From an optimization exercise on the open Yosys and OpenROAD flow, aimed at small area, a short achievable clock period and few clock cycles per item; shortcuts taken in it are not production practice. Only simulation tests tie the RTL to the original design; equivalence was not proved. Power and IR drop assume default switching activity.

## flow/design.v

```verilog
module xlate_unit (
    input  wire        clk,
    input  wire        rst,      
    input  wire        start,    
    input  wire [31:0] rate,     
    output reg         ready,
    output reg         done,     
    output reg         err,      
    output wire [31:0] full,
    output wire [31:0] half
);
    localparam [29:0] NM1 = 30'd999999999;    
    localparam [30:0] NM2 = {NM1, 1'b0};
    reg        busy;         
    reg        ini;          
    reg [31:0] d;            
    reg [4:0]  cnt;          
    reg        nb;           
    reg [29:0] fq;           
    reg [29:0] hq;           
    assign full = {2'b00, fq};
    assign half = {3'b000, hq[28:0]};
    reg [4:0]  c0;
    reg        nb0;
    reg [29:0] r0;
    integer i;
    always @* begin
        c0  = 5'd0;
        nb0 = NM1[0];
        r0  = NM1 >> 1;
        for (i = 0; i < 30; i = i + 1)
            if (d[i]) begin
                c0  = 5'd29 - i;
                nb0 = NM1[29 - i];
                r0  = NM1 >> (30 - i);
            end
        if (d[30]) begin
            c0  = 5'd0;
            nb0 = NM1[0];
            r0  = NM1 >> 1;
        end
    end
    wire bad = d[31] | (d[30:0] == 31'd0);
    wire [30:0] rem_sh = {hq, nb};
    wire [30:0] diff;
    wire        fits;
    sub31 u_sub (.a(rem_sh), .b(d[30:0]), .diff(diff), .co(fits));
    wire        last   = (cnt == 5'd0);
    wire [28:0] hinc   = fq[28:0] + 29'd1;
    always @(posedge clk) begin
        if (~busy)
            d <= rate;
        if (ini) begin
            cnt <= c0;
            nb  <= nb0;
        end else begin
            cnt <= cnt - 5'd1;
            nb  <= NM2[cnt];
        end
    end
    always @(posedge clk) begin
        if (rst) begin
            busy  <= 1'b0;
            ready <= 1'b1;
            ini   <= 1'b0;
            done  <= 1'b0;
            fq    <= 30'd0;
            hq    <= 30'd0;
        end else begin
            done <= 1'b0;
            if (~busy) begin
                if (start) begin
                    busy  <= 1'b1;
                    ready <= 1'b0;
                    ini   <= 1'b1;
                end
            end else if (ini) begin
                ini <= 1'b0;
                if (bad) begin
                    busy  <= 1'b0;
                    ready <= 1'b1;
                    done  <= 1'b1;
                    err   <= 1'b1;
                end else begin
                    fq <= 30'd0;
                    hq <= r0;
                end
            end else if (last) begin
                hq    <= {1'b0, hinc};
                fq    <= fits ? {hinc, 1'b0} : {fq[28:0], 1'b1};
                busy  <= 1'b0;
                ready <= 1'b1;
                done  <= 1'b1;
                err   <= 1'b0;
            end else begin
                hq <= fits ? diff[29:0] : rem_sh[29:0];
                fq <= {fq[28:0], fits};
            end
        end
    end
endmodule
module sub31(input [30:0] a, input [30:0] b, output [30:0] diff, output co);
    wire [30:0] g = a & ~b;
    wire [30:0] p = a | ~b;
    wire [30:0] t = a ^ ~b;
    wire gl0 = g[0] | p[0];
    wire G0 = g[1] | (p[1] & gl0);
    wire G1 = g[3] | (p[3] & g[2]);
    wire P1 = p[3] & p[2];
    wire G2 = g[5] | (p[5] & g[4]);
    wire P2 = p[5] & p[4];
    wire G3 = g[7] | (p[7] & g[6]);
    wire P3 = p[7] & p[6];
    wire G4 = g[9] | (p[9] & g[8]);
    wire P4 = p[9] & p[8];
    wire G5 = g[11] | (p[11] & g[10]);
    wire P5 = p[11] & p[10];
    wire G6 = g[13] | (p[13] & g[12]);
    wire P6 = p[13] & p[12];
    wire G7 = g[15] | (p[15] & g[14]);
    wire P7 = p[15] & p[14];
    wire G8 = g[17] | (p[17] & g[16]);
    wire P8 = p[17] & p[16];
    wire G9 = g[19] | (p[19] & g[18]);
    wire P9 = p[19] & p[18];
    wire G10 = g[21] | (p[21] & g[20]);
    wire P10 = p[21] & p[20];
    wire G11 = g[23] | (p[23] & g[22]);
    wire P11 = p[23] & p[22];
    wire G12 = g[25] | (p[25] & g[24]);
    wire P12 = p[25] & p[24];
    wire G13 = g[27] | (p[27] & g[26]);
    wire P13 = p[27] & p[26];
    wire G14 = g[29] | (p[29] & g[28]);
    wire P14 = p[29] & p[28];
    wire G15 = G1 | (P1 & G0);
    wire G16 = G3 | (P3 & G2);
    wire P16 = P3 & P2;
    wire G17 = G5 | (P5 & G4);
    wire P17 = P5 & P4;
    wire G18 = G7 | (P7 & G6);
    wire P18 = P7 & P6;
    wire G19 = G9 | (P9 & G8);
    wire P19 = P9 & P8;
    wire G20 = G11 | (P11 & G10);
    wire P20 = P11 & P10;
    wire G21 = G13 | (P13 & G12);
    wire P21 = P13 & P12;
    wire G22 = G16 | (P16 & G15);
    wire G23 = G18 | (P18 & G17);
    wire P23 = P18 & P17;
    wire G24 = G20 | (P20 & G19);
    wire P24 = P20 & P19;
    wire G25 = G23 | (P23 & G22);
    wire G26 = G24 | (P24 & G25);
    wire G27 = G17 | (P17 & G22);
    wire G28 = G19 | (P19 & G25);
    wire G29 = G21 | (P21 & G26);
    wire G30 = G2 | (P2 & G15);
    wire G31 = G4 | (P4 & G22);
    wire G32 = G6 | (P6 & G27);
    wire G33 = G8 | (P8 & G25);
    wire G34 = G10 | (P10 & G28);
    wire G35 = G12 | (P12 & G26);
    wire G36 = G14 | (P14 & G29);
    wire G37 = g[2] | (p[2] & G0);
    wire G38 = g[4] | (p[4] & G15);
    wire G39 = g[6] | (p[6] & G30);
    wire G40 = g[8] | (p[8] & G22);
    wire G41 = g[10] | (p[10] & G31);
    wire G42 = g[12] | (p[12] & G27);
    wire G43 = g[14] | (p[14] & G32);
    wire G44 = g[16] | (p[16] & G25);
    wire G45 = g[18] | (p[18] & G33);
    wire G46 = g[20] | (p[20] & G28);
    wire G47 = g[22] | (p[22] & G34);
    wire G48 = g[24] | (p[24] & G26);
    wire G49 = g[26] | (p[26] & G35);
    wire G50 = g[28] | (p[28] & G29);
    wire G51 = g[30] | (p[30] & G36);
    assign diff[0] = ~t[0];
    assign diff[1] = t[1] ^ gl0;
    assign diff[2] = t[2] ^ G0;
    assign diff[3] = t[3] ^ G37;
    assign diff[4] = t[4] ^ G15;
    assign diff[5] = t[5] ^ G38;
    assign diff[6] = t[6] ^ G30;
    assign diff[7] = t[7] ^ G39;
    assign diff[8] = t[8] ^ G22;
    assign diff[9] = t[9] ^ G40;
    assign diff[10] = t[10] ^ G31;
    assign diff[11] = t[11] ^ G41;
    assign diff[12] = t[12] ^ G27;
    assign diff[13] = t[13] ^ G42;
    assign diff[14] = t[14] ^ G32;
    assign diff[15] = t[15] ^ G43;
    assign diff[16] = t[16] ^ G25;
    assign diff[17] = t[17] ^ G44;
    assign diff[18] = t[18] ^ G33;
    assign diff[19] = t[19] ^ G45;
    assign diff[20] = t[20] ^ G28;
    assign diff[21] = t[21] ^ G46;
    assign diff[22] = t[22] ^ G34;
    assign diff[23] = t[23] ^ G47;
    assign diff[24] = t[24] ^ G26;
    assign diff[25] = t[25] ^ G48;
    assign diff[26] = t[26] ^ G35;
    assign diff[27] = t[27] ^ G49;
    assign diff[28] = t[28] ^ G29;
    assign diff[29] = t[29] ^ G50;
    assign diff[30] = t[30] ^ G36;
    assign co = G51;
endmodule
```

## flow/flow/run.sh

```bash
#!/bin/bash
# Standard ORFS layout (the standard.sh: unchanged synthesis, SDC and
# clock period), with two layout settings passed to make:
# - repair_timing aims for more setup slack than the clock needs, so the
#   achieved period shrinks;
# - ports are buffered with buf_2 cells instead of the default buffer.
set -euo pipefail
bash standard.sh \
  SETUP_SLACK_MARGIN=7.0 \
  BUFFER_PORTS_ARGS="-buffer_cell sky130_fd_sc_hd__buf_2" \
  finish > standard.log 2>&1
```

## flow/standard.sh

```bash
#!/bin/bash
# synth_recipe.tcl (not shown) runs the flow's synth.tcl, then flattens the netlist and writes it again
# the make line also repeats each setting of config.mk as NAME=value (left out here)
make -C /OpenROAD-flow-scripts/flow DESIGN_CONFIG=/design/flow/config.mk WORK_HOME=/design/flow/orfs CLKGATE_MAP_FILE= SYNTH_SCRIPT=/design/flow/synth_recipe.tcl "${@:-finish}"
```

## flow/config.mk

```make
export PLATFORM = sky130hd
export DESIGN_NAME = xlate_unit
export DESIGN_NICKNAME = xlate_unit
export VERILOG_FILES = /design/flow/design.v
export SDC_FILE = /design/flow/constraint.sdc
export NUM_CORES = 4
export LEC_CHECK = 0
export ABC_AREA = 1
export CAP_MARGIN = 20
export CORE_MARGIN = 2
export CORE_UTILIZATION = 40
export SLEW_MARGIN = 20
```

## flow/constraint.sdc

```tcl
create_clock -name core_clock -period 10.0 [get_ports {clk}]
set_input_delay 2.0000 -clock core_clock [delete_from_list [all_inputs] [get_ports {clk}]]
set_output_delay 2.0000 -clock core_clock [all_outputs]
set_load 0.01 [all_outputs]
```

==> run_results.csv, run 1 <==
group,metric,value,unit
setup_path,cp_slowest_cell,"edfxtp_1",
yosys,syn_area_per_cell,7.09,sq um
yosys,synth.largest_area_cell,"dfxtp_1",
place,hpwl,21.7,mm
setup_path,critPathMaxFanout,8,
global_routing,antenna_found_initial,0,
yosys,synth-seq-cells,103,
yosys,synth-edff-count,33,
pwr,pwr_density_cell,143,nW/um^2
clocking,cts_hold_buf,0,
setup_path,slowest_delay,0.41,ns
setup_path,critPathTopFamily,"simple AND/OR/NAND/NOR gates",
setup_path,r2r_start,"d[0]",
sta,worst-slew-pin-transition,0.825,ns
clocking,cts_tree,"yes",
sta,fin_crit,3.24,ns
finish,antenna_cells,0,
sta,finalSetupTns,0,ns
finish,syn_to_final_growth,16.7,%
worst_hold_path,hold_depth,1,
yosys,syn_area,8720,sq um
global_routing,grt_pass1_wl,46.5,mm
yosys,synth.area.top_cells,"dfxtp_1, nand2_1, edfxtp_1, ha_1, a21oi_1",
clocking,clk_path_buf_depth,2,
global_routing,busiest_layer,"met2",
setup_path,reg2reg_depth,23,
yosys,seq_area_frac_synth,27.4,%
sta,max_freq,309,MHz
place,place.gp.congestion,0.954,
setup_path,end_kind,"register",
setup_path,worstPathCellList,"ha_2 > fa_2 > inv_2 > nand2_2 > o211ai_4 > a21oi_4 > o21ai_4 > a21oi_4 > o21ai_4 > nand3_2 > nand2_2 > nand2_2 > nand2_2 > buf_6 > nand2_4 > nand2_8 > buf_4 > nand2_4 > nand2_2 > nand2_1 > nor2_1 > o21ai_1 > a21oi_1",
finish,stdcell_count,1599,
pwr,report.power.total,1.45,mW
setup_path,crit_cells,23,
run_status,status,"timing/DRC/antenna clean",
detailed_routing,postRouteAntennaNets,0,
clocking,clkTransAtPathRegs,0.09,ns
setup_path,reg2reg_to,"hq[10]",
pwr,peakVddDrop,0.0889,mV
setup_path,worstSetupStartpoint,"d[0]",
global_routing,use_met2,42.6,%
sta,final.period_utilization,32.4,%
setup_path,crit_buf_inv,3,
detailed_routing,avgViaCountPerCell,5.60,
setup_path,worstPathArrival,3.52,ns
sta,setup_ws,6.76,ns
setup_path,cp.required,10.29,ns
floorplanning,die_area,23000,sq um
sta,maxSlewHeadroom,44.8,%
setup_path,worstSetupPathType,"register to register",
detailed_routing,drcViolationCount,0,
floorplanning,die_h,152,microns
place,dp_cells,1540,
clocking,clk_latency,0.37,ns
floorplanning,start_util,40.3,%
detailed_routing,dr.pass1.iters,5,
setup_path,rrSetupSlack,6.76,ns
global_routing,grtUsageTotal,26.6,%
setup_path,critPathMostFrequentCell,"nand2_2",
floorplanning,core_area,21600,sq um
clocking,cts_buffers,9,
sta,setup_viol,0,
floorplanning,num_rows,54,
sta,final_hold_viol_count,0,
detailed_routing,drtIter0Drc,799,
global_routing,grt_use_met3,5.42,%
clocking,root_buffer,"clkbuf_16",
global_routing,grt-ovfl-total,0,
floorplanning,io_pins,102,
yosys,yosys.area.top_type_share,16.1,%
detailed_routing,route.vias.total,8961,
yosys,synth_ff_type,"dfxtp_1",
pwr,p_leak,4.32,nW
detailed_routing,routedWlPerCell,19.5,microns
floorplanning,die_x,152,microns
global_routing,grt_pass1_vias,8321,
sta,rsz0062_at_grt,"yes",
worst_hold_path,min_path_type,"register to register",
setup_path,cp-start-kind,"register",
global_routing,use_met1,36.1,%
global_routing,grt_max_degree,57,
finish,drive_above_1_share,22.0,%
detailed_routing,routed_wl,31.1,mm
sta,skew,0.0103,ns
sta,slew_violations,0,
yosys,yosys_warnings,1,
place,dpl_worst_slack,6.37,ns
finish,final_core_util,47.0,%
place,port_buffers,96,
yosys,yosys.cell_types.count,58,
clocking,cts.htree.levels,3,
finish,fin_nets,1426,
clocking,cts_sinks,103,
setup_path,critical_path.endpoint,"hq[10]",
yosys,async_flop_share,0,%
yosys,netlist_instances,1229,
job,cap_violations,0,
[Yosys cell counts, types with 16 or more instances]
library cell,instances
nand2_1,275
inv_1,148
a21oi_1,125
nor2_1,100
o21ai_0,81
dfxtp_1,70
ha_1,62
nand3_1,44
buf_4,39
edfxtp_1,33
o21ai_1,23
clkbuf_1,21
xor2_1,21
xnor2_1,16
[cell families after synthesis]
logic type,share of synthesized area (%)
simple gates,24.5
fa+ha+maj,12.3
xor+xnor,3.72
other cells,0.0430
flops,27.4
compound gates,19.3
buf+inv,12.7
[metrics by stage]
| step | cell area (sq um) | hold WS (ns) |
|---|---|---|
| finish | 10200 | 0.437 |
| global route | 10200 | 0.445 |
| CTS | 9790 | 0.441 |
| detailed placement | 9090 | 0.445 |
| global placement | 9090 | 0.440 |
| floorplan | 8730 | 0.406 |
[where the power goes]
group | total (mW) | switching, mW | internal (mW)
clock | 0.387 | 0.195 | 0.192
combinational | 0.536 | 0.345 | 0.191
sequential | 0.532 | 0.0573 | 0.475
total | 1.45 | 0.597 | 0.858
[layout by cell type, fill, tap and decap left out, types with 3 or more instances in the layout]
master     count
dfxtp_2       37
inv_2          3
nand2_4        8
nand2_1      259
nand3_2        8
inv_1        146
nand3b_1       4
buf_4         32
fa_1          13
a21oi_1      121
nor2_2        10
nor3_1        10
buf_12         4
a21oi_4        3
nor2_1        97
buf_2         96
o21ai_2        6
a21oi_2        8
dfxtp_1       33
a31oi_1        9
nor3_2         8
conb_1         5
o31ai_1        4
a211oi_1       3
ha_1          61
o21ai_0       69
nand2_8        4
o21ai_1       29
nor4_1         5
nand4_1       10
nand2_2       19
xor2_1        21
edfxtp_1      33
clkbuf_16     11
xnor2_1       15
o21bai_1       6
nand3_1       43
o211ai_1      15
[final cells by class]
| type | instances | area (sq um) |
|---|---|---|
| timing repair inverter | 3 | 30.0 |
| sequential | 103 | 2440 |
| clock inverter | 5 | 56.3 |
| clock buffer | 11 | 254 |
| fill | 2220 | 11400 |
| multi-input combinational | 907 | 5540 |
| tap | 280 | 350 |
| timing repair buffer | 137 | 903 |
| inverter | 153 | 603 |
[registers in the layout (all words and copies together) (netlist names)]
register / count
nb: 1
d: 32
ready: 1
err: 1
done: 1
ini: 1
busy: 1
hq: 30
fq: 30
cnt: 5
[layer usage]
metal | part of all wire (%) | up-vias
met4 | 3.2 | 0
met3 | 9.2 | 86
met2 | 46 | 479
met5 | 0 | -
met1 | 42 | 4228
li1 | - | 4168
[worst min-delay path by stage]
stage	from	endpoint	slack, ns
2_1_floorplan	ini	err	0.41
3_3_place_gp	busy	ini	0.44
3_5_place_dp	busy	ini	0.45
4_1_cts	busy	ini	0.44
5_1_grt	busy	ini	0.45
6_report	busy	ini	0.44
[repair_timing]
action	4_1_cts	5_1_grt
pin swaps	23	15
endpoints found under the setup margin	77	81
gates resized for setup	51	68
buffers inserted	18	13
gates cloned	7	5
Testbench counts, summed over its fixed seeds: cycles 53,932, items 3,200.
==> run 2, diff against run 1 <==
--- a/flow/config.mk
+++ b/flow/config.mk
@@ -5,7 +5,6 @@
 export SDC_FILE = /design/flow/constraint.sdc
 export NUM_CORES = 4
 export LEC_CHECK = 0
-export ABC_AREA = 1
 export CAP_MARGIN = 20
 export CORE_MARGIN = 2
 export CORE_UTILIZATION = 40
==> run_results.csv, run 2 <==
group,metric,value,unit
clocking,cts_tree,"yes",
setup_path,slowest_delay,0.53,ns
setup_path,cp_slowest_cell,"fa_2",
clocking,cts.htree.levels,3,
pwr,swShare,41.0,%
setup_path,cp-start-kind,"register",
place,port_buffers,96,
sta,maxSlewHeadroom,26.8,%
yosys,yosys.area.top_type_share,16.2,%
pwr,seqPwrFrac,35.1,%
yosys,yosys.cell_types.count,76,
yosys,synth-edff-count,33,
yosys,async_flop_share,0,%
pwr,p_int,0.929,mW
detailed_routing,drcViolationCount,0,
finish,final_cell_mix,"buf_2, nand2_1, nor2_1, o21ai_0, buf_4",
floorplanning,start_util,40.9,%
pwr,pwr_density_cell,155,nW/um^2
finish,antenna_cells,0,
sta,final_hold_viol_count,0,
yosys,synth_common_cells,"nand2_1, nor2_1, a21oi_1, o21ai_0, inv_1",
setup_path,critPathMostFrequentCell,"fa_2",
setup_path,critPathMaxFanout,2,
worst_hold_path,min_path_type,"register to register",
finish,largest_register,"d",
global_routing,grt_max_degree,40,
yosys,yosys_warnings,1,
clocking,clkTransAtPathRegs,0.08,ns
sta,setup_viol,0,
detailed_routing,drtIter0Drc,914,
job,cap_violations,0,
yosys,synth.largest_area_cell,"dfxtp_1",
yosys,netlist_instances,1073,
finish,reg_top3,"d x32, fq x30, hq x30",
sta,final.period_utilization,31.6,%
detailed_routing,routedWlPerCell,21.0,microns
detailed_routing,routed_wl,30.4,mm
detailed_routing,route.vias.total,8449,
global_routing,grt-ovfl-total,0,
floorplanning,die_area,22800,sq um
clocking,cts_sinks,103,
global_routing,grtUsageTotal,26.7,%
pwr,peakVddDrop,0.0875,mV
sta,skew,0.00898,ns
detailed_routing,avgViaCountPerCell,5.84,
yosys,synth_ff_type,"dfxtp_1",
yosys,syn_area_per_cell,8.04,sq um
setup_path,worstPathCellList,"ha_2 > fa_2 > nor2_4 > o311ai_2 > nand3b_1 > nor2b_4 > nor3_2 > o31a_1 > o21bai_1 > a21oi_2 > fa_2 > and2_4 > o21ai_4 > a32o_1",
run_status,status,"timing/DRC/antenna clean",
clocking,root_buffer,"clkbuf_16",
sta,slew_violations,0,
global_routing,antenna_found_initial,0,
sta,max_freq,316,MHz
setup_path,worstPathArrival,3.43,ns
pwr,p_leak,3.98,nW
place,place.gp.congestion,0.970,
pwr,pwr-share-comb,41.2,%
setup_path,worstSetupPathType,"register to register",
pwr,pwr-share-clk,23.7,%
setup_path,end_kind,"register",
finish,fin_nets,1278,
floorplanning,io_pins,102,
detailed_routing,dr.pass1.iters,5,
floorplanning,die_x,151,microns
finish,final_common_cell,"buf_2",
finish,nFillCells,2098,
sta,hold_slack,0.447,ns
place,hpwl,21.2,mm
clocking,cts_buffers,9,
setup_path,cp.required,10.26,ns
detailed_routing,postRouteAntennaNets,0,
sta,fin_crit,3.16,ns
floorplanning,core_area,21100,sq um
clocking,clk_path_buf_depth,2,
sta,finalSetupTns,0,ns
sta,rsz0062_at_grt,"yes",
floorplanning,num_rows,53,
yosys,syn_area,8620,sq um
finish,largest_reg_flops,32,
finish,drive_above_1_share,27.0,%
floorplanning,die_h,151,microns
yosys,synth_most_common_cell,"nand2_1",
global_routing,grt_pass1_vias,7977,
pwr,p_sw,0.646,mW
finish,syn_to_final_growth,18.2,%
global_routing,grt_pass1_wl,46.0,mm
clocking,clk_latency,0.37,ns
yosys,synth.area.top_cells,"dfxtp_1, edfxtp_1, ha_1, a21oi_1, o21ai_0",
sta,worst-slew-pin-transition,1.09,ns
yosys,seq_area_frac_synth,27.7,%
yosys,synth-seq-cells,103,
run 2: cell count changes in the layout (fill, tap and decap cells not counted), sizes merged, moves of 8 or more:
cell / delta
inv: -76
xnor2: +19
a221oi: +8
buf: +41
and3: +10
xor2: +14
nor2: -19
nand2: -192
mux2i: +9
nor3: +22
a21oi: -50
nand3: -24
a211oi: +11
run 2: worst max-delay path, delay by kind of cell, from the launching register on:
family,cells,cell delay [ns]
adder cells (fa/ha/maj),3,1.09
AO/OA/AOI/OAI,6,0.89
AND/OR/NAND/NOR,5,0.65
flip-flops,1,0.42
run 2: kinds of logic after synthesis:
group,count (synthesis),share of synthesized area [%]
buf+inv,179,10.1
mux,9,1.04
xor+xnor,70,7.11
fa+ha+maj,77,12.5
flops,103,27.7
compound gates,305,22.4
other cells,1,0.0435
simple gates,329,19.1
run 2: final cells by class:
cell class                 instances  area (sq um)  share of cell area (%)
multi-input combinational        797          5670                    55.6
inverter                          78           293                    2.87
timing repair buffer             177          1130                    11.1
clock buffer                      12           268                    2.63
clock inverter                     4          33.8                   0.331
sequential                       103          2460                    24.1
tap                              275           344                    3.38
run 2: path summary, 6_finish.rpt:
check	from	to	slack (ns)	cells after the start
min	fq[29]	fq[29]	0.45	2
max reg2reg	d[0]	hq[14]	6.84	14
min reg2reg	fq[29]	fq[29]	0.45	2
max	d[0]	hq[14]	6.84	14
run 2: power by group through the flow:
stage | clock, mW | sequential, mW | combinational, mW
floorplan | 0 | 0.527 | 0.421
global placement | 0 | 0.584 | 0.521
detailed placement | 0 | 0.583 | 0.521
CTS | 0.378 | 0.553 | 0.608
global route | 0.395 | 0.559 | 0.707
finish | 0.373 | 0.552 | 0.650
run 2: per-layer routing:
metal / share of wire [%] / up-vias / global-route usage (%)
met2: 46 / 378 / 41.9
li1: - / 3923 / -
met5: 0 / - / 0
met4: 3.3 / 0 / 10.7
met1: 43 / 4083 / 36.6
met3: 8.0 / 65 / 4.73
run 2: repair_timing:
item,CTS,global route
endpoints found under the setup margin,88,76
buffers inserted,51,22
gates resized for setup,64,53
hold buffers,0,0
cloned,2,0
pin swaps,22,22
run 2: metrics by stage:
step           worst slack (ns)  cells  cell area [sq um]  total power [mW]  utilization [%]
3_5_place_dp               6.17   1355               8970              1.10             42.5
2_1_floorplan              7.02   1077               8650             0.949                -
5_1_grt                    6.68   1446              10200              1.66             48.3
6_report                   6.84   1446              10200              1.58             48.3
4_1_cts                    6.78   1424               9850              1.54             46.7
3_3_place_gp               6.29   1355               8970              1.11             42.5
==> run 3, diff against run 2 <==
--- a/flow/config.mk
+++ b/flow/config.mk
@@ -7,5 +7,6 @@
 export LEC_CHECK = 0
 export CAP_MARGIN = 20
 export CORE_MARGIN = 2
-export CORE_UTILIZATION = 40
+export CORE_UTILIZATION = 65
+export PLACE_DENSITY = 0.75
 export SLEW_MARGIN = 20
==> run_results.csv, run 3 <==
group,metric,value,unit
detailed_routing,postRouteAntennaNets,0,
finish,largest_reg_flops,32,
global_routing,antenna_found_initial,0,
floorplanning,core_area,13100,sq um
detailed_routing,drtIter0Drc,1291,
finish,final_common_cell,"buf_2",
setup_path,critPathMaxFanout,2,
sta,setup_ws,6.64,ns
pwr,peakVddDrop,0.146,mV
pwr,pwr_density_cell,156,nW/um^2
place,dpl_cell_area,8850,sq um
sta,slew_violations,0,
sta,fin_crit,3.36,ns
sta,finalSetupTns,0,ns
place,hpwl,19.3,mm
pwr,p_sw,0.655,mW
detailed_routing,dr.pass1.iters,8,
setup_path,reg2reg_depth,14,
finish,drive_above_1_share,25.8,%
finish,stdcell_area,10000,sq um
pwr,p_int,0.914,mW
clocking,cts.htree.levels,3,
finish,antenna_cells,0,
yosys,syn_area_per_cell,8.04,sq um
clocking,clk_path_buf_depth,2,
finish,nFillCells,976,
yosys,synth_most_common_cell,"nand2_1",
finish,fin_nets,1274,
yosys,netlist_instances,1073,
clocking,cts_tree,"yes",
place,place.gp.congestion,1.07,
setup_path,cp.required,10.25,ns
yosys,syn_area,8620,sq um
sta,maxSlewHeadroom,32.1,%
worst_hold_path,hold_depth,2,
yosys,synth_common_cells,"nand2_1, nor2_1, a21oi_1, o21ai_0, inv_1",
sta,final_hold_viol_count,0,
finish,reg_top3,"d x32, fq x30, hq x30",
yosys,synth-edff-count,33,
floorplanning,die_area,14200,sq um
pwr,swShare,41.8,%
sta,final.period_utilization,33.6,%
global_routing,grt_max_degree,40,
yosys,synth_ff_type,"dfxtp_1",
setup_path,cp-start-kind,"register",
worst_hold_path,min_path_type,"register to register",
yosys,yosys_warnings,1,
clocking,clk_latency,0.36,ns
detailed_routing,avgViaCountPerCell,6.61,
clocking,cts_buffers,9,
finish,largest_register,"d",
pwr,p_leak,3.95,nW
finish,regArea,2430,sq um
yosys,synth-seq-cells,103,
sta,rsz0062_at_grt,"yes",
job,cap_violations,0,
sta,setup_viol,0,
floorplanning,num_rows,42,
pwr,seqPwrFrac,35.4,%
global_routing,grtUsageTotal,39.3,%
yosys,async_flop_share,0,%
detailed_routing,routed_wl,29.5,mm
global_routing,grt_pass1_wl,43.4,mm
clocking,clkTransAtPathRegs,0.07,ns
sta,worst-slew-pin-transition,1.01,ns
finish,final_cell_mix,"buf_2, nand2_1, nor2_1, o21ai_0, a21oi_1",
place,dpl_worst_slack,6.32,ns
sta,max_freq,297,MHz
detailed_routing,routedWlPerCell,22.0,microns
setup_path,worstSetupPathType,"register to register",
run_status,status,"timing/DRC/antenna clean",
detailed_routing,drcViolationCount,0,
clocking,cts_sinks,103,
finish,syn_to_final_growth,16.4,%
floorplanning,die_x,119,microns
floorplanning,start_util,65.9,%
pwr,pwr-share-clk,22.0,%
yosys,yosys.cell_types.count,76,
yosys,yosys.area.top_type_share,16.2,%
finish,stdcell_count,1343,
setup_path,worstPathArrival,3.62,ns
global_routing,grt_pass1_vias,7997,
floorplanning,io_pins,102,
detailed_routing,route.vias.total,8878,
clocking,root_buffer,"clkbuf_16",
clocking,cts_hold_buf,0,
yosys,synth.area.top_cells,"dfxtp_1, edfxtp_1, ha_1, a21oi_1, o21ai_0",
yosys,seq_area_frac_synth,27.7,%
sta,skew,0.00921,ns
finish,multi_input_area,5660,sq um
setup_path,end_kind,"register",
place,dp_cells,1257,
floorplanning,die_h,119,microns
yosys,synth.largest_area_cell,"dfxtp_1",
sta,hold_slack,0.459,ns
pwr,pwr-share-comb,42.6,%
place,port_buffers,96,
global_routing,grt-ovfl-total,0,
## run 3: worst paths after layout
path | start | endpoint | slack, ns
setup reg to reg | d[0] | hq[14] | 6.64
setup / recovery | d[0] | hq[14] | 6.64
hold / removal | fq[29] | fq[29] | 0.46
hold reg to reg | fq[29] | fq[29] | 0.46
## run 3: area by class of cell
cell class                 instances  share of cell area [%]
tap                              176                    2.19
inverter                          78                    2.92
clock buffer                       9                    2.24
multi-input combinational        797                    56.4
clock inverter                     7                   0.536
sequential                       103                    24.3
timing repair buffer             173                    11.4
## run 3: repair_timing
| item | CTS | global route |
|---|---|---|
| endpoints found under the hold margin | 0 | 0 |
| cloned | 1 | 3 |
| setup buffers | 46 | 20 |
| resized for setup | 49 | 56 |
| pin swaps | 12 | 25 |
| setup endpoints to repair | 77 | 65 |
## run 3: critical path, stage by stage, from the launching register on
cell and delay (ns):
edfxtp_1 0.42, ha_2 0.20, fa_2 0.38, nor2_4 0.16
o311ai_4 0.10, nand3b_1 0.17, nor2b_4 0.17, nor3_2 0.05
o31a_1 0.30, o21bai_1 0.14, a21oi_1 0.10, fa_2 0.56
and2_4 0.15, o21ai_2 0.07, a32o_1 0.28
## run 3: power groups by stage
stage                     logic (mW)  registers [mW]  clock network, mW
final                          0.669           0.555              0.345
after global routing           0.712           0.559              0.363
after CTS                      0.591           0.549              0.348
after detailed placement       0.510           0.579                  0
after global placement         0.503           0.580                  0
after floorplan                0.421           0.527                  0
## run 3: cell families after synthesis
logic type,share of synthesized area [%]
AO/OA/AOI/OAI,22.4
other,0.0435
buffers and inverters,10.1
XOR/XNOR,7.11
adder cells (fa/ha/maj),12.5
flip-flops,27.7
AND/OR/NAND/NOR,19.1
multiplexers,1.04
## run 3: layer usage
layer	vias up	track usage (%)	part of all wire, %
met5	-	0	0
met4	0	17.5	5.6
met3	149	6.99	12
met2	688	60.8	44
met1	4118	53.9	38
li1	3923	-	-
## run 3: metrics by stage
stage | util [%] | total power, mW
6_report | 76.7 | 1.57
5_1_grt | 76.7 | 1.63
4_1_cts | 73.7 | 1.49
3_5_place_dp | 67.6 | 1.09
3_3_place_gp | 67.6 | 1.08
2_1_floorplan | - | 0.949
==> run 4, diff against run 3 <==
==> flow/flow/run.sh (replaced) <==
#!/bin/bash
set -euo pipefail
bash standard.sh \
  SETUP_SLACK_MARGIN=7.0 \
  MATCH_CELL_FOOTPRINT=0 \
  BUFFER_PORTS_ARGS="-buffer_cell sky130_fd_sc_hd__buf_2" \
  finish > standard.log 2>&1
--- a/flow/config.mk
+++ b/flow/config.mk
@@ -7,6 +7,5 @@
 export LEC_CHECK = 0
 export CAP_MARGIN = 20
 export CORE_MARGIN = 2
-export CORE_UTILIZATION = 65
-export PLACE_DENSITY = 0.75
+export CORE_UTILIZATION = 40
 export SLEW_MARGIN = 20
==> run_results.csv, run 4 <==
group,metric,value,unit
clocking,clkTransAtPathRegs,0.08,ns
finish,fin_nets,1278,
floorplanning,core_area,21100,sq um
detailed_routing,routed_wl,30.4,mm
setup_path,cp_slowest_cell,"fa_2",
yosys,yosys.area.top_type_share,16.2,%
sta,setup_viol,0,
setup_path,rrSetupSlack,6.84,ns
worst_hold_path,hp-start,"fq[29]",
place,port_buffers,96,
global_routing,grtUsageTotal,26.7,%
yosys,synth-edff-count,33,
setup_path,r2r_start,"d[0]",
sta,hold_slack,0.446,ns
sta,fin_crit,3.16,ns
sta,setup_ws,6.84,ns
finish,stdcell_area,10200,sq um
place,dpl_worst_slack,6.17,ns
global_routing,grt-ovfl-total,0,
run_status,status,"timing/DRC/antenna clean",
clocking,cts_hold_buf,0,
worst_hold_path,hold_depth,2,
setup_path,critPathMaxFanout,2,
clocking,cts_sinks,103,
detailed_routing,routedWlPerCell,21.0,microns
pwr,peakVddDrop,0.0871,mV
sta,skew,0.00912,ns
yosys,netlist_instances,1073,
sta,slew_violations,0,
detailed_routing,avgViaCountPerCell,5.84,
detailed_routing,postRouteAntennaNets,0,
floorplanning,num_rows,53,
finish,final_cell_mix,"buf_2, nand2_1, nor2_1, o21ai_0",
pwr,p_int,0.929,mW
sta,max_freq,316,MHz
yosys,synth.largest_area_cell,"dfxtp_1",
yosys,yosys_warnings,1,
global_routing,grt_max_degree,40,
yosys,syn_area_per_cell,8.04,sq um
sta,maxSlewHeadroom,27.0,%
finish,drive_above_1_share,27.0,%
finish,reg_top3,"d x32, fq x30, hq x30",
floorplanning,die_x,151,microns
finish,antenna_cells,0,
setup_path,worstPathArrival,3.42,ns
finish,final_common_cell,"buf_2",
global_routing,antenna_found_initial,0,
yosys,synth-seq-cells,103,
global_routing,grt_pass1_vias,7977,
detailed_routing,drcViolationCount,0,
place,place.gp.congestion,0.970,
finish,final_core_util,48.3,%
yosys,seq_area_frac_synth,27.7,%
setup_path,worstPathCellList,"ha_2 > fa_2 > nor2_4 > o311ai_2 > nand3b_1 > nor2b_4 > nor3_2 > o31a_1 > o21bai_1 > a21oi_2 > fa_2 > and2_4 > o21ai_4 > a32o_1",
sta,final.period_utilization,31.6,%
finish,syn_to_final_growth,18.2,%
floorplanning,die_h,151,microns
detailed_routing,dr.pass1.iters,5,
pwr,pwr-share-clk,23.7,%
setup_path,critPathTopFamily,"adder cells",
sta,worst-slew-pin-transition,1.09,ns
setup_path,crit_buf_inv,0,
setup_path,slowest_delay,0.53,ns
sta,final_hold_viol_count,0,
pwr,swShare,41.0,%
worst_hold_path,min_path_type,"register to register",
setup_path,cp-start-kind,"register",
finish,largest_reg_flops,32,
place,dpl_cell_area,8970,sq um
sta,rsz0062_at_grt,"yes",
yosys,synth_common_cells,"nand2_1, nor2_1, a21oi_1, o21ai_0, inv_1",
floorplanning,start_util,40.9,%
pwr,p_sw,0.645,mW
pwr,seqPwrFrac,35.1,%
clocking,clk_latency,0.37,ns
global_routing,grt_pass1_wl,46.0,mm
clocking,cts_tree,"yes",
clocking,clk_path_buf_depth,2,
setup_path,worstSetupPathType,"register to register",
setup_path,reg2reg_to,"hq[14]",
floorplanning,die_area,22800,sq um
detailed_routing,drtIter0Drc,905,
yosys,synth_most_common_cell,"nand2_1",
yosys,yosys.cell_types.count,76,
detailed_routing,route.vias.total,8439,
pwr,pwr_density_cell,154,nW/um^2
yosys,synth.area.top_cells,"dfxtp_1, edfxtp_1, ha_1, a21oi_1, o21ai_0",
yosys,synth_ff_type,"dfxtp_1",
clocking,root_buffer,"clkbuf_16",
sta,finalSetupTns,0,ns
clocking,cts_buffers,9,
floorplanning,io_pins,102,
worst_hold_path,hold_path_end,"fq[29]",
job,cap_violations,0,
place,hpwl,21.2,mm
setup_path,end_kind,"register",
setup_path,cp.required,10.26,ns
yosys,syn_area,8620,sq um
pwr,p_leak,3.98,nW
setup_path,critPathMostFrequentCell,"fa_2",
clocking,cts.htree.levels,3,
setup_path,reg2reg_depth,14,
yosys,async_flop_share,0,%
pwr,pwr-share-comb,41.2,%
finish,largest_register,"d",
run 4: cell types whose count changed in the layout (fill, tap and decap cells not counted), sizes merged:
| cell | delta |
|---|---|
| clkinv | -2 |
| buf | +4 |
| inv | -1 |
| clkbuf | +3 |
run 4: per-stage QoR:
stage	power (mW)	std cells
final	1.57	1446
after global routing	1.66	1446
after CTS	1.54	1424
after detailed placement	1.10	1355
after global placement	1.11	1355
after floorplan	0.949	1077
run 4: cell type report:
cell class                 instances  area [sq um]
clock inverter                     4          33.8
sequential                       103          2460
tap                              275           344
clock buffer                      12           268
multi-input combinational        797          5670
inverter                          78           293
timing repair buffer             177          1130
fill                            2098         10900
run 4: worst max path at each step:
stage | startpoint | to | slack, ns | cells after the start
floorplan | d[0] | hq[14] | 7.02 | 14
global placement | d[20] | hq[25] | 6.29 | 11
detailed placement | d[20] | hq[25] | 6.17 | 11
CTS | d[0] | hq[14] | 6.78 | 14
global route | d[0] | hq[21] | 6.67 | 17
finish | d[0] | hq[14] | 6.84 | 14
run 4: power by group through the flow:
stage	sequential, mW	clock (mW)	combinational, mW
2_1_floorplan	0.527	0	0.421
3_3_place_gp	0.584	0	0.521
3_5_place_dp	0.583	0	0.521
4_1_cts	0.553	0.378	0.608
5_1_grt	0.559	0.395	0.707
6_report	0.552	0.373	0.649
run 4: cell families after synthesis:
group	after synthesis	synth area share, %
xor gates and xnor gates	70	7.11
adders and majority gates	77	12.5
other	1	0.0435
DFF	103	27.7
and+or+nand+nor	329	19.1
buffers and inverters	179	10.1
AOI/OAI and AO/OA	305	22.4
muxes	9	1.04
run 4: tightest hold or removal path, stage by stage, from the launching register on:
cell     delay, ns
dfxtp_1       0.31
nand2_1       0.05
o21ai_1       0.05
run 4: what timing repair did:
action | CTS | global route
cloned | 2 | 0
pin swaps | 22 | 22
setup endpoints to repair | 88 | 76
buffers inserted | 51 | 22
resized for setup | 64 | 53
run 4: per-layer routing:
metal	vias up	GRT usage (%)	wire length (microns)
met5	-	0	0
met4	0	10.7	1010
met3	68	4.73	2440
met2	365	41.9	13900
met1	4082	36.6	13100
li1	3924	-	-
==> run 5, diff against run 4 <==
==> flow/flow/run.sh (replaced) <==
#!/bin/bash
set -euo pipefail
bash standard.sh \
  SETUP_SLACK_MARGIN=7.0 \
  BUFFER_PORTS_ARGS="-buffer_cell sky130_fd_sc_hd__buf_1" \
  finish > standard.log 2>&1
==> run_results.csv, run 5 <==
group,metric,value,unit
detailed_routing,avgViaCountPerCell,5.89,
yosys,synth.largest_area_cell,"dfxtp_1",
finish,final_cell_mix,"buf_1, nand2_1, nor2_1, o21ai_0, a21oi_1",
finish,drive_above_1_share,18.1,%
yosys,yosys.cell_types.count,76,
setup_path,reg2reg_depth,14,
finish,stdcell_count,1446,
clocking,root_buffer,"clkbuf_16",
sta,final_hold_viol_count,0,
yosys,yosys.area.top_type_share,16.2,%
sta,skew,0.0157,ns
sta,finalSetupTns,0,ns
setup_path,critPathMaxFanout,2,
finish,reg_top3,"d x32, fq x30, hq x30",
floorplanning,start_util,40.9,%
clocking,clk_latency,0.36,ns
place,dpl_worst_slack,6.24,ns
floorplanning,die_x,151,microns
yosys,synth_most_common_cell,"nand2_1",
yosys,synth.area.top_cells,"dfxtp_1, edfxtp_1, ha_1, a21oi_1, o21ai_0",
global_routing,grt-ovfl-total,0,
sta,rsz0062_at_grt,"yes",
place,dp_cells,1358,
yosys,synth-edff-count,33,
finish,largest_reg_flops,32,
yosys,syn_area_per_cell,8.04,sq um
setup_path,worstPathArrival,3.48,ns
clocking,clk_path_buf_depth,2,
yosys,synth-seq-cells,103,
sta,final.period_utilization,32.3,%
floorplanning,num_rows,53,
sta,hold_slack,0.456,ns
clocking,cts_hold_buf,0,
detailed_routing,dr.pass1.iters,5,
floorplanning,die_area,22800,sq um
finish,fin_nets,1278,
yosys,syn_area,8620,sq um
clocking,cts_sinks,103,
yosys,synth_ff_type,"dfxtp_1",
global_routing,grt_max_degree,40,
global_routing,antenna_found_initial,0,
global_routing,grt_pass1_wl,46.1,mm
worst_hold_path,min_path_type,"register to register",
place,hpwl,21.3,mm
place,dpl_cell_area,8870,sq um
finish,largest_register,"d",
detailed_routing,route.vias.total,8511,
detailed_routing,postRouteAntennaNets,0,
sta,slew_violations,0,
detailed_routing,drcViolationCount,0,
yosys,seq_area_frac_synth,27.7,%
detailed_routing,routedWlPerCell,21.1,microns
yosys,async_flop_share,0,%
sta,fin_crit,3.23,ns
finish,syn_to_final_growth,16.7,%
setup_path,cp-start-kind,"register",
finish,antenna_cells,0,
floorplanning,io_pins,102,
place,place.gp.congestion,0.977,
yosys,yosys_warnings,1,
clocking,cts.htree.levels,3,
worst_hold_path,hold_depth,2,
clocking,cts_buffers,9,
setup_path,worstSetupPathType,"register to register",
pwr,peakVddDrop,0.0862,mV
sta,max_freq,310,MHz
pwr,p_leak,3.63,nW
global_routing,grtUsageTotal,26.5,%
sta,worst-slew-pin-transition,1.08,ns
pwr,pwr_density_cell,156,nW/um^2
finish,stdcell_area,10100,sq um
setup_path,cp.required,10.25,ns
sta,setup_viol,0,
place,port_buffers,96,
detailed_routing,drtIter0Drc,1171,
job,cap_violations,0,
floorplanning,core_area,21100,sq um
sta,setup_ws,6.77,ns
clocking,clkTransAtPathRegs,0.08,ns
yosys,netlist_instances,1073,
finish,final_common_cell,"buf_1",
sta,maxSlewHeadroom,27.6,%
clocking,cts_tree,"yes",
global_routing,grt_pass1_vias,7906,
yosys,synth_common_cells,"nand2_1, nor2_1, a21oi_1, o21ai_0, inv_1",
detailed_routing,routed_wl,30.5,mm
setup_path,end_kind,"register",
floorplanning,die_h,151,microns
run_status,status,"timing/DRC/antenna clean",
[run 5: path summary, 6_finish.rpt]
path,start,to,slack [ns]
worst max register to register,d[0],hq[14],6.77
worst max-delay path,d[0],hq[14],6.77
worst min-delay path,fq[29],fq[29],0.46
worst min register to register,fq[29],fq[29],0.46
[run 5: cell families after synthesis]
group / synth area share, %
XOR/XNOR: 7.11
AND/OR/NAND/NOR: 19.1
AO/OA/AOI/OAI: 22.4
adder cells (fa/ha/maj): 12.5
flip-flops: 27.7
other: 0.0435
multiplexers: 1.04
buffers and inverters: 10.1
[run 5: metrics by stage]
stage                     total power, mW  utilization, %
after floorplan                     0.949               -
after global placement               1.10            42.1
after detailed placement             1.10            42.1
after CTS                            1.53            46.5
after global routing                 1.65            47.7
final                                1.57            47.7
[run 5: cell type report]
| type | instances | area, sq um |
|---|---|---|
| multi-input cells | 797 | 5650 |
| well taps | 275 | 344 |
| flip-flops and latches | 103 | 2450 |
| repair buffers | 177 | 1030 |
| clock buffers | 13 | 272 |
| clock inverters | 3 | 23.8 |
| inverters | 78 | 293 |
| fillers | 2134 | 11000 |
[run 5: worst max-delay path, stage by stage (launching register included)]
cell	delay, ns
edfxtp_1	0.43
ha_2	0.20
fa_2	0.37
nor2_4	0.14
o311ai_2	0.10
nand3b_1	0.16
nor2b_4	0.17
nor3_2	0.05
o31a_1	0.26
o21bai_1	0.14
a21oi_1	0.10
fa_2	0.54
and2_4	0.15
o21ai_4	0.05
a32o_1	0.27
[run 5: per-layer routing]
metal	vias up	routed length (microns)	share of wire, %	track usage, %
li1	3932	-	-	-
met1	4094	13000	43	37.6
met2	426	14100	46	42.3
met3	59	2620	8.6	3.55
met4	0	760	2.5	7.52
met5	-	0	0	0
[run 5: timing repair]
item,in CTS,in global routing
pin swaps,14,17
resized for setup,67,41
cloned,1,2
setup endpoints to repair,88,76
setup buffers,55,14
[run 5: report_power, final]
| group | leakage [nW] | switching, mW | internal (mW) | total, mW |
|---|---|---|---|---|
| clock network | 0.146 | 0.174 | 0.193 | 0.367 |
| logic | 2.56 | 0.400 | 0.246 | 0.647 |
| registers | 0.926 | 0.0691 | 0.483 | 0.552 |
==> run 6, diff against run 5 <==
==> flow/flow/run.sh (replaced) <==
#!/bin/bash
set -euo pipefail
bash standard.sh \
  SETUP_SLACK_MARGIN=8.0 \
  BUFFER_PORTS_ARGS="-buffer_cell sky130_fd_sc_hd__buf_1" \
  finish > standard.log 2>&1
==> run_results.csv, run 6 <==
group,metric,value,unit
run_status,status,"timing/DRC/antenna clean",
floorplanning,die_x,151,microns
clocking,cts_sinks,103,
worst_hold_path,hp-start,"fq[29]",
yosys,synth.largest_area_cell,"dfxtp_1",
yosys,synth_most_common_cell,"nand2_1",
setup_path,worstSetupPathType,"register to register",
setup_path,crit_cells,14,
sta,fin_crit,3.29,ns
global_routing,grtUsageTotal,31.4,%
pwr,p_int,1.04,mW
finish,drive_above_1_share,36.1,%
floorplanning,start_util,40.9,%
detailed_routing,drtIter0Drc,1053,
detailed_routing,drcViolationCount,0,
yosys,synth-edff-count,33,
finish,largest_reg_flops,32,
setup_path,rrSetupSlack,6.71,ns
setup_path,worstSetupStartpoint,"d[0]",
place,place.gp.congestion,0.963,
floorplanning,die_area,22800,sq um
global_routing,use_met2,47.5,%
sta,final.period_utilization,32.9,%
sta,maxSlewHeadroom,30.8,%
pwr,p_leak,4.69,nW
global_routing,use_met1,44.3,%
finish,nFillCells,1867,
pwr,peakVddDrop,0.0868,mV
setup_path,cp_slowest_cell,"fa_2",
global_routing,grt_pass1_wl,53.5,mm
finish,antenna_cells,0,
floorplanning,num_rows,53,
sta,rsz0062_at_grt,"yes",
clocking,cts.htree.levels,3,
detailed_routing,route.vias.total,9253,
global_routing,antenna_found_initial,0,
pwr,pwr-share-comb,46.0,%
place,dpl_worst_slack,6.23,ns
yosys,netlist_instances,1073,
clocking,cts_tree,"yes",
global_routing,grt_use_met3,6.08,%
detailed_routing,dr.pass1.iters,7,
global_routing,grt_max_degree,39,
finish,largest_register,"d",
global_routing,busiest_layer,"met2",
pwr,pwr_density_cell,147,nW/um^2
setup_path,reg2reg_depth,14,
yosys,synth.area.top_cells,"dfxtp_1, edfxtp_1, ha_1, a21oi_1, o21ai_0",
sta,slew_violations,0,
pwr,p_sw,0.737,mW
setup_path,critPathMaxFanout,3,
floorplanning,die_h,151,microns
finish,final_common_cell,"buf_4",
sta,final_hold_viol_count,0,
sta,worst-slew-pin-transition,1.03,ns
sta,max_freq,304,MHz
sta,skew,0.0103,ns
sta,hold_slack,0.460,ns
global_routing,grt-ovfl-total,0,
sta,finalSetupTns,0,ns
clocking,clk_path_buf_depth,2,
yosys,async_flop_share,0,%
yosys,synth_common_cells,"nand2_1, nor2_1, a21oi_1, o21ai_0, inv_1",
setup_path,end_kind,"register",
job,cap_violations,0,
finish,fin_nets,1359,
floorplanning,core_area,21100,sq um
finish,final_cell_mix,"buf_4, nand2_1, nor2_1, inv_1, buf_6",
setup_path,reg2reg_to,"hq[14]",
yosys,synth-seq-cells,103,
worst_hold_path,min_path_type,"register to register",
detailed_routing,routed_wl,36.0,mm
pwr,pwr-share-clk,22.9,%
finish,reg_top3,"d x32, fq x30, hq x30",
setup_path,r2r_start,"d[0]",
place,port_buffers,96,
yosys,seq_area_frac_synth,27.7,%
clocking,cts_buffers,9,
yosys,syn_area_per_cell,8.04,sq um
yosys,syn_area,8620,sq um
setup_path,worstPathCellList,"ha_2 > fa_2 > nor2_4 > o311ai_2 > nand3b_1 > nor2b_4 > nor3_2 > o31a_1 > o21bai_1 > a21oi_1 > fa_2 > and2_1 > o21ai_1 > a32o_1",
global_routing,grt_pass1_vias,8751,
clocking,root_buffer,"clkbuf_16",
pwr,report.power.total,1.78,mW
yosys,yosys_warnings,1,
setup_path,crit_buf_inv,0,
finish,syn_to_final_growth,40.2,%
yosys,synth_ff_type,"dfxtp_1",
detailed_routing,routedWlPerCell,23.6,microns
detailed_routing,postRouteAntennaNets,0,
place,hpwl,22.4,mm
setup_path,cp.required,10.26,ns
setup_path,slowest_delay,0.53,ns
sta,setup_viol,0,
floorplanning,io_pins,102,
setup_path,critPathTopFamily,"adder cells",
clocking,clkTransAtPathRegs,0.08,ns
clocking,cts_hold_buf,0,
yosys,yosys.area.top_type_share,16.2,%
setup_path,critical_path.endpoint,"hq[14]",
clocking,clk_latency,0.37,ns
setup_path,worstPathArrival,3.55,ns
sta,setup_ws,6.71,ns
setup_path,cp-start-kind,"register",
pwr,seqPwrFrac,31.0,%
yosys,yosys.cell_types.count,76,
pwr,swShare,41.4,%
setup_path,critPathMostFrequentCell,"fa_2",
detailed_routing,avgViaCountPerCell,6.06,
run 6: power groups by stage:
stage	registers, mW	logic [mW]	clock network (mW)
floorplan	0.530	0.453	0
global placement	0.586	0.531	0
detailed placement	0.585	0.530	0
CTS	0.551	0.753	0.409
global route	0.559	0.873	0.426
finish	0.553	0.820	0.409
run 6: timing repair:
action                     CTS  global route
pin swaps                   50            61
setup endpoints to repair  132           133
hold endpoints to repair     0             0
setup buffers              125            20
gates cloned                10             0
gates resized for setup    264            59
run 6: layer usage:
| layer | vias to the layer above | share of wire [%] |
|---|---|---|
| li1 | 4110 | - |
| met3 | 121 | 10 |
| met5 | - | 0 |
| met2 | 581 | 44 |
| met4 | 0 | 4.3 |
| met1 | 4441 | 42 |
run 6: logic make-up (layout without fill, tap and decap cells):
group,Yosys count,in the layout,synth area share (%)
XOR/XNOR,70,70,7.11
other,1,5,0.0435
adder cells (fa/ha/maj),77,77,12.5
AND/OR/NAND/NOR,329,330,19.1
multiplexers,9,9,1.04
flip-flops,103,103,27.7
buffers and inverters,179,353,10.1
AO/OA/AOI/OAI,305,305,22.4
run 6: tightest hold or removal path, delay by kind of cell, from the launching register on:
kind,cells,cell delay (ns)
flip-flops,1,0.33
AO/OA/AOI/OAI,1,0.05
AND/OR/NAND/NOR,1,0.05
run 6: worst min path at each step:
stage / endpoint / slack (ns) / cells after the start
finish: fq[29] / 0.46 / 2
global route: err / 0.48 / 0
CTS: fq[29] / 0.46 / 2
detailed placement: fq[29] / 0.44 / 2
global placement: fq[29] / 0.44 / 2
floorplan: err / 0.41 / 0
run 6: final cells by class:
class	count	area (sq um)	area share (%)
Timing Repair Buffer	259	2360	19.5
Multi-Input combinational cell	796	6180	51.1
Sequential cell	103	2590	21.5
Clock inverter	6	90.1	0.745
Tap cell	275	344	2.85
Clock buffer	10	229	1.89
Inverter	78	295	2.44
run 6: through the flow:
step	util [%]	std cells	instance area [sq um]
4_1_cts	55.2	1507	11600
6_report	57.3	1527	12100
5_1_grt	57.3	1527	12100
3_3_place_gp	43.2	1356	9120
3_5_place_dp	43.2	1356	9120
2_1_floorplan	-	1077	9160
==> run 7, diff against run 6 <==
==> flow/flow/run.sh (replaced) <==
#!/bin/bash
set -euo pipefail
bash standard.sh \
  SETUP_SLACK_MARGIN=6.5 \
  BUFFER_PORTS_ARGS="-buffer_cell sky130_fd_sc_hd__buf_1" \
  finish > standard.log 2>&1
==> run_results.csv, run 7 <==
group,metric,value,unit
sta,maxSlewHeadroom,22.2,%
clocking,cts_tree,"yes",
pwr,pwr_density_cell,161,nW/um^2
clocking,cts_buffers,9,
detailed_routing,routedWlPerCell,21.0,microns
detailed_routing,drcViolationCount,0,
yosys,synth_most_common_cell,"nand2_1",
place,dpl_cell_area,8840,sq um
global_routing,grtUsageTotal,25.9,%
floorplanning,io_pins,102,
detailed_routing,routed_wl,29.8,mm
worst_hold_path,min_path_type,"register to register",
yosys,syn_area,8620,sq um
setup_path,cp.required,10.28,ns
setup_path,critPathMaxFanout,2,
setup_path,worstSetupPathType,"register to register",
finish,reg_top3,"d x32, fq x30, hq x30",
pwr,swShare,40.7,%
pwr,pwr-share-comb,37.8,%
job,cap_violations,0,
floorplanning,die_area,22800,sq um
finish,final_cell_mix,"nand2_1, buf_1, nor2_1, o21ai_0, a21oi_1",
global_routing,grt-ovfl-total,0,
finish,regArea,2390,sq um
floorplanning,die_x,151,microns
yosys,netlist_instances,1073,
run_status,status,"timing/DRC/antenna clean",
detailed_routing,postRouteAntennaNets,0,
clocking,cts.htree.levels,3,
yosys,synth-seq-cells,103,
finish,antenna_cells,0,
clocking,clk_path_buf_depth,2,
yosys,yosys_warnings,1,
detailed_routing,route.vias.total,8364,
yosys,async_flop_share,0,%
global_routing,antenna_found_initial,0,
detailed_routing,avgViaCountPerCell,5.89,
finish,multi_input_area,5470,sq um
place,port_buffers,96,
pwr,p_leak,3.42,nW
setup_path,cp-start-kind,"register",
setup_path,worstSetupStartpoint,"d[0]",
place,hpwl,21.6,mm
finish,largest_register,"d",
floorplanning,num_rows,53,
yosys,yosys.area.top_type_share,16.2,%
floorplanning,start_util,40.9,%
setup_path,worstPathArrival,3.64,ns
sta,worst-slew-pin-transition,1.16,ns
pwr,seqPwrFrac,36.0,%
sta,max_freq,298,MHz
yosys,synth.largest_area_cell,"dfxtp_1",
yosys,synth.area.top_cells,"dfxtp_1, edfxtp_1, ha_1, a21oi_1, o21ai_0",
yosys,synth_ff_type,"dfxtp_1",
global_routing,grt_max_degree,40,
pwr,peakVddDrop,0.0976,mV
finish,syn_to_final_growth,11.4,%
setup_path,r2r_start,"d[0]",
finish,fin_nets,1252,
finish,largest_reg_flops,32,
clocking,clkTransAtPathRegs,0.08,ns
sta,fin_crit,3.36,ns
global_routing,grt_pass1_wl,44.6,mm
sta,final_hold_viol_count,0,
global_routing,grt_pass1_vias,7573,
setup_path,end_kind,"register",
clocking,root_buffer,"clkbuf_16",
detailed_routing,dr.pass1.iters,8,
pwr,p_sw,0.630,mW
yosys,synth-edff-count,33,
yosys,synth_common_cells,"nand2_1, nor2_1, a21oi_1, o21ai_0, inv_1",
worst_hold_path,hp-start,"fq[29]",
sta,setup_viol,0,
pwr,pwr-share-clk,26.2,%
floorplanning,core_area,21100,sq um
yosys,syn_area_per_cell,8.04,sq um
sta,finalSetupTns,0,ns
finish,stdcell_area,9610,sq um
place,place.gp.congestion,1.04,
clocking,clk_latency,0.37,ns
pwr,p_int,0.917,mW
yosys,yosys.cell_types.count,76,
yosys,seq_area_frac_synth,27.7,%
clocking,cts_sinks,103,
sta,skew,0.0149,ns
sta,slew_violations,0,
detailed_routing,drtIter0Drc,844,
finish,nFillCells,2161,
sta,rsz0062_at_grt,"yes",
finish,drive_above_1_share,10.9,%
sta,final.period_utilization,33.6,%
floorplanning,die_h,151,microns
==> run 7: kinds of logic after synthesis <==
logic type                 after synthesis  share of synthesized area [%]
and+or+nand+nor                        329                           19.1
DFF                                    103                           27.7
adders and majority gates               77                           12.5
xor gates and xnor gates                70                           7.11
AOI/OAI and AO/OA                      305                           22.4
buffers and inverters                  179                           10.1
muxes                                    9                           1.04
other                                    1                         0.0435
==> run 7: layout make-up <==
type                       instances  share of cell area (%)
clock buffer                      11                    2.75
clock inverter                     5                   0.703
sequential                       103                    24.9
multi-input combinational        796                    56.9
tap                              275                    3.58
inverter                          78                    3.05
timing repair buffer             152                    8.17
==> run 7: power by group through the flow <==
stage | Combinational [mW] | Sequential (mW) | Clock, mW
global route | 0.636 | 0.563 | 0.425
CTS | 0.533 | 0.564 | 0.409
floorplan | 0.421 | 0.527 | 0
detailed placement | 0.516 | 0.578 | 0
global placement | 0.516 | 0.578 | 0
finish | 0.585 | 0.557 | 0.405
==> run 7: through the flow <==
| stage | hold WS (ns) | setup slack (ns) | power, mW | std cells | util, % |
|---|---|---|---|---|---|
| floorplan | 0.406 | 6.95 | 0.948 | 1077 | - |
| global placement | 0.438 | 6.16 | 1.09 | 1355 | 41.9 |
| detailed placement | 0.449 | 6.03 | 1.09 | 1355 | 41.9 |
| CTS | 0.461 | 6.50 | 1.51 | 1381 | 43.9 |
| global route | 0.501 | 6.44 | 1.62 | 1420 | 45.6 |
| finish | 0.457 | 6.64 | 1.55 | 1420 | 45.6 |
==> run 7: timing repair <==
| action | CTS | global route |
|---|---|---|
| setup buffers | 9 | 39 |
| hold buffers | 0 | 0 |
| cloned | 1 | 0 |
| setup endpoints to repair | 23 | 28 |
| pin swaps | 0 | 5 |
| gates resized for setup | 3 | 18 |
==> run 7: critical path: stages (launching register included) <==
cell and delay, ns:
edfxtp_1 0.39, ha_2 0.19, fa_2 0.22, nor2_2 0.06, o311ai_2 0.26, nand3b_1 0.17, buf_4 0.18, buf_4 0.13
a31oi_2 0.18, nand2_1 0.12, a21boi_1 0.27, o21bai_1 0.10, a21oi_1 0.20, fa_1 0.43, nand2_1 0.07, o211ai_1 0.11
a211oi_2 0.19
==> run 7: path summary, 6_finish.rpt <==
kind	endpoint	slack, ns	cells past startpoint
setup / recovery	hq[28]	6.64	16
setup reg to reg	hq[28]	6.64	16
hold / removal	fq[29]	0.46	2
hold reg to reg	fq[29]	0.46	2
==> run 7: routing by layer <==
| layer | vias up | global-route usage [%] | routed length (microns) | part of all wire (%) |
|---|---|---|---|---|
| met5 | - | 0 | 0 | 0 |
| met4 | 0 | 10.4 | 1140 | 3.8 |
| met3 | 67 | 3.64 | 2280 | 7.6 |
| met2 | 442 | 39.8 | 13500 | 45 |
| met1 | 3978 | 36.5 | 13000 | 43 |
| li1 | 3877 | - | - | - |
==> run 8, diff against run 7 <==
==> flow/flow/run.sh (replaced) <==
#!/bin/bash
set -euo pipefail
bash standard.sh \
  SETUP_SLACK_MARGIN=6.8 \
  BUFFER_PORTS_ARGS="-buffer_cell sky130_fd_sc_hd__buf_1" \
  finish > standard.log 2>&1
==> run_results.csv, run 8 <==
group,metric,value,unit
detailed_routing,drcViolationCount,0,
finish,reg_top3,"d x32, fq x30, hq x30",
floorplanning,num_rows,53,
yosys,synth.largest_area_cell,"dfxtp_1",
place,dpl_cell_area,8840,sq um
global_routing,grt_pass1_vias,7874,
yosys,syn_area_per_cell,8.04,sq um
setup_path,cp.required,10.30,ns
detailed_routing,avgViaCountPerCell,5.89,
setup_path,worstSetupPathType,"register to register",
yosys,synth_ff_type,"dfxtp_1",
yosys,synth-seq-cells,103,
finish,largest_register,"d",
yosys,async_flop_share,0,%
finish,syn_to_final_growth,15.3,%
global_routing,antenna_found_initial,0,
sta,max_freq,303,MHz
job,cap_violations,0,
yosys,yosys.area.top_type_share,16.2,%
worst_hold_path,hp-start,"fq[29]",
detailed_routing,routed_wl,30.8,mm
detailed_routing,route.vias.total,8481,
detailed_routing,routedWlPerCell,21.4,microns
global_routing,grt-ovfl-total,0,
clocking,root_buffer,"clkbuf_16",
detailed_routing,drtIter0Drc,904,
place,hpwl,21.6,mm
sta,fin_crit,3.30,ns
yosys,seq_area_frac_synth,27.7,%
clocking,cts.htree.levels,3,
yosys,yosys.cell_types.count,76,
floorplanning,die_area,22800,sq um
finish,drive_above_1_share,14.2,%
pwr,peakVddDrop,0.0865,mV
run_status,status,"timing/DRC/antenna clean",
yosys,synth_most_common_cell,"nand2_1",
yosys,syn_area,8620,sq um
sta,setup_viol,0,
finish,final_cell_mix,"buf_1, nand2_1, nor2_1, a21oi_1, o21ai_0",
clocking,cts_sinks,103,
detailed_routing,dr.pass1.iters,6,
yosys,synth-edff-count,33,
yosys,yosys_warnings,1,
finish,stdcell_area,9940,sq um
finish,fin_nets,1271,
sta,final.period_utilization,33.0,%
clocking,clk_latency,0.37,ns
yosys,netlist_instances,1073,
place,place.gp.congestion,1.04,
finish,antenna_cells,0,
setup_path,end_kind,"register",
global_routing,grt_max_degree,40,
detailed_routing,postRouteAntennaNets,0,
place,port_buffers,96,
floorplanning,core_area,21100,sq um
clocking,cts_tree,"yes",
finish,final_core_util,47.1,%
floorplanning,die_h,151,microns
clocking,clkTransAtPathRegs,0.08,ns
pwr,pwr_density_cell,162,nW/um^2
yosys,synth_common_cells,"nand2_1, nor2_1, a21oi_1, o21ai_0, inv_1",
clocking,cts_hold_buf,0,
setup_path,r2r_start,"d[0]",
floorplanning,die_x,151,microns
setup_path,worstSetupStartpoint,"d[0]",
sta,rsz0062_at_grt,"yes",
place,dpl_worst_slack,6.03,ns
finish,final_common_cell,"buf_1",
sta,skew,0.0153,ns
yosys,synth.area.top_cells,"dfxtp_1, edfxtp_1, ha_1, a21oi_1, o21ai_0",
setup_path,critPathMaxFanout,2,
sta,setup_ws,6.70,ns
floorplanning,start_util,40.9,%
clocking,cts_buffers,9,
pwr,p_leak,3.57,nW
global_routing,grtUsageTotal,26.6,%
setup_path,worstPathArrival,3.60,ns
global_routing,grt_pass1_wl,45.8,mm
setup_path,cp-start-kind,"register",
worst_hold_path,min_path_type,"register to register",
floorplanning,io_pins,102,
sta,maxSlewHeadroom,28.4,%
sta,worst-slew-pin-transition,1.07,ns
sta,slew_violations,0,
sta,final_hold_viol_count,0,
clocking,clk_path_buf_depth,2,
finish,nFillCells,2127,
finish,largest_reg_flops,32,
sta,finalSetupTns,0,ns
## run 8: cell counts after synthesis
Identical to the previous run, type by type.
## run 8: cell families (layout without fill, tap and decap cells)
logic type | Yosys count | count (layout) | share of synthesized area, %
compound gates | 305 | 305 | 22.4
xor+xnor | 70 | 70 | 7.11
fa+ha+maj | 77 | 77 | 12.5
buf+inv | 179 | 264 | 10.1
flops | 103 | 103 | 27.7
mux | 9 | 9 | 1.04
other cells | 1 | 5 | 0.0435
simple gates | 329 | 331 | 19.1
## run 8: worst max-delay path: stages (launching register included)
cell      delay (ns)
edfxtp_1        0.42
ha_2            0.21
fa_2            0.42
nor2_4          0.12
buf_6           0.10
buf_6           0.08
buf_6           0.08
buf_6           0.08
buf_6           0.08
buf_6           0.08
buf_6           0.08
buf_6           0.08
buf_6           0.08
buf_6           0.08
nor2_2          0.03
nor2_2          0.14
nor2_2          0.07
fa_2            0.39
xnor2_2         0.22
o21ai_1         0.11
o21ai_1         0.08
o21ai_1         0.08
a21oi_1         0.14
## run 8: per-layer routing
metal	global-route usage, %	vias up	wire [microns]
met5	0	-	0
met4	11.6	0	1440
met3	3.64	89	2360
met2	41.3	420	13700
met1	36.8	4062	13300
li1	-	3910	-
## run 8: worst paths after layout
path,endpoint,slack [ns],cells after the start
setup / recovery,hq[5],6.70,22
hold / removal,fq[29],0.46,2
setup reg to reg,hq[5],6.70,22
hold reg to reg,fq[29],0.46,2
## run 8: timing repair
action / in CTS / in global routing
setup buffers: 52 / 14
endpoints found under the hold margin: 0 / 0
cloned: 1 / 1
resized for setup: 22 / 41
setup endpoints to repair: 58 / 54
pin swaps: 11 / 27
## run 8: cell type report
type | count | area (sq um) | area share (%)
Multi-Input combinational cell | 797 | 5610 | 56.4
Sequential cell | 103 | 2390 | 24.1
Timing Repair Buffer | 170 | 972 | 9.78
Tap cell | 275 | 344 | 3.46
Inverter | 78 | 293 | 2.94
Clock buffer | 11 | 264 | 2.66
Clock inverter | 5 | 67.6 | 0.680
## run 8: where the power goes
| group | total [mW] | switching [mW] | internal [mW] |
|---|---|---|---|
| clock | 0.407 | 0.186 | 0.221 |
| combinational | 0.650 | 0.400 | 0.250 |
| sequential | 0.553 | 0.0718 | 0.481 |
## run 8: stage by stage
stage	cells	hold WS (ns)	total power, mW
floorplan	1077	0.406	0.948
global placement	1355	0.438	1.09
detailed placement	1355	0.449	1.09
CTS	1424	0.461	1.55
global route	1439	0.501	1.68
finish	1439	0.458	1.61

==> static timing again, ports no longer ideal <==
In the flow no input, the clock included, has a driving cell. The finished layouts below were timed again as built, in two steps. Step 1: set_driving_cell puts a clkbuf_16 on clk and a buf_2 on each other input, an assumption about the parent block. Step 2 adds t to the input delays and takes it off the output delays; t is the mean of the earliest and latest rising clock arrival at the registers after step 1. Input paths then give back, and output paths get back, about the clock's delay inside the block. a / b / c = ideal / step 1 / step 2; a / b = the first two.
run | shift t [ns] | slack for setup (ns) | worst slew at a driven data input, ns
run 1 | 0.418 | 6.764 / 6.764 / 6.633 | 0.04
run 2 | 0.412 | 6.836 / 6.836 / 6.749 | 0.05
run 3 | 0.401 | 6.636 / 6.636 / 6.627 | 0.04
run 4 | 0.412 | 6.838 / 6.838 / 6.599 | 0.05
run 5 | 0.400 | 6.773 / 6.773 / 6.583 | 0.06
run 6 | 0.414 | 6.706 / 6.706 / 6.706 | 0.05
run 7 | 0.414 | 6.644 / 6.644 / 6.285 | 0.05
run 8 | 0.410 | 6.696 / 6.696 / 6.454 | 0.05
After both steps setup and hold are still met in every run listed. The setup slack of run 7, which loses most, moves by 0.000 ns with the drivers and by -0.359 ns with both steps.
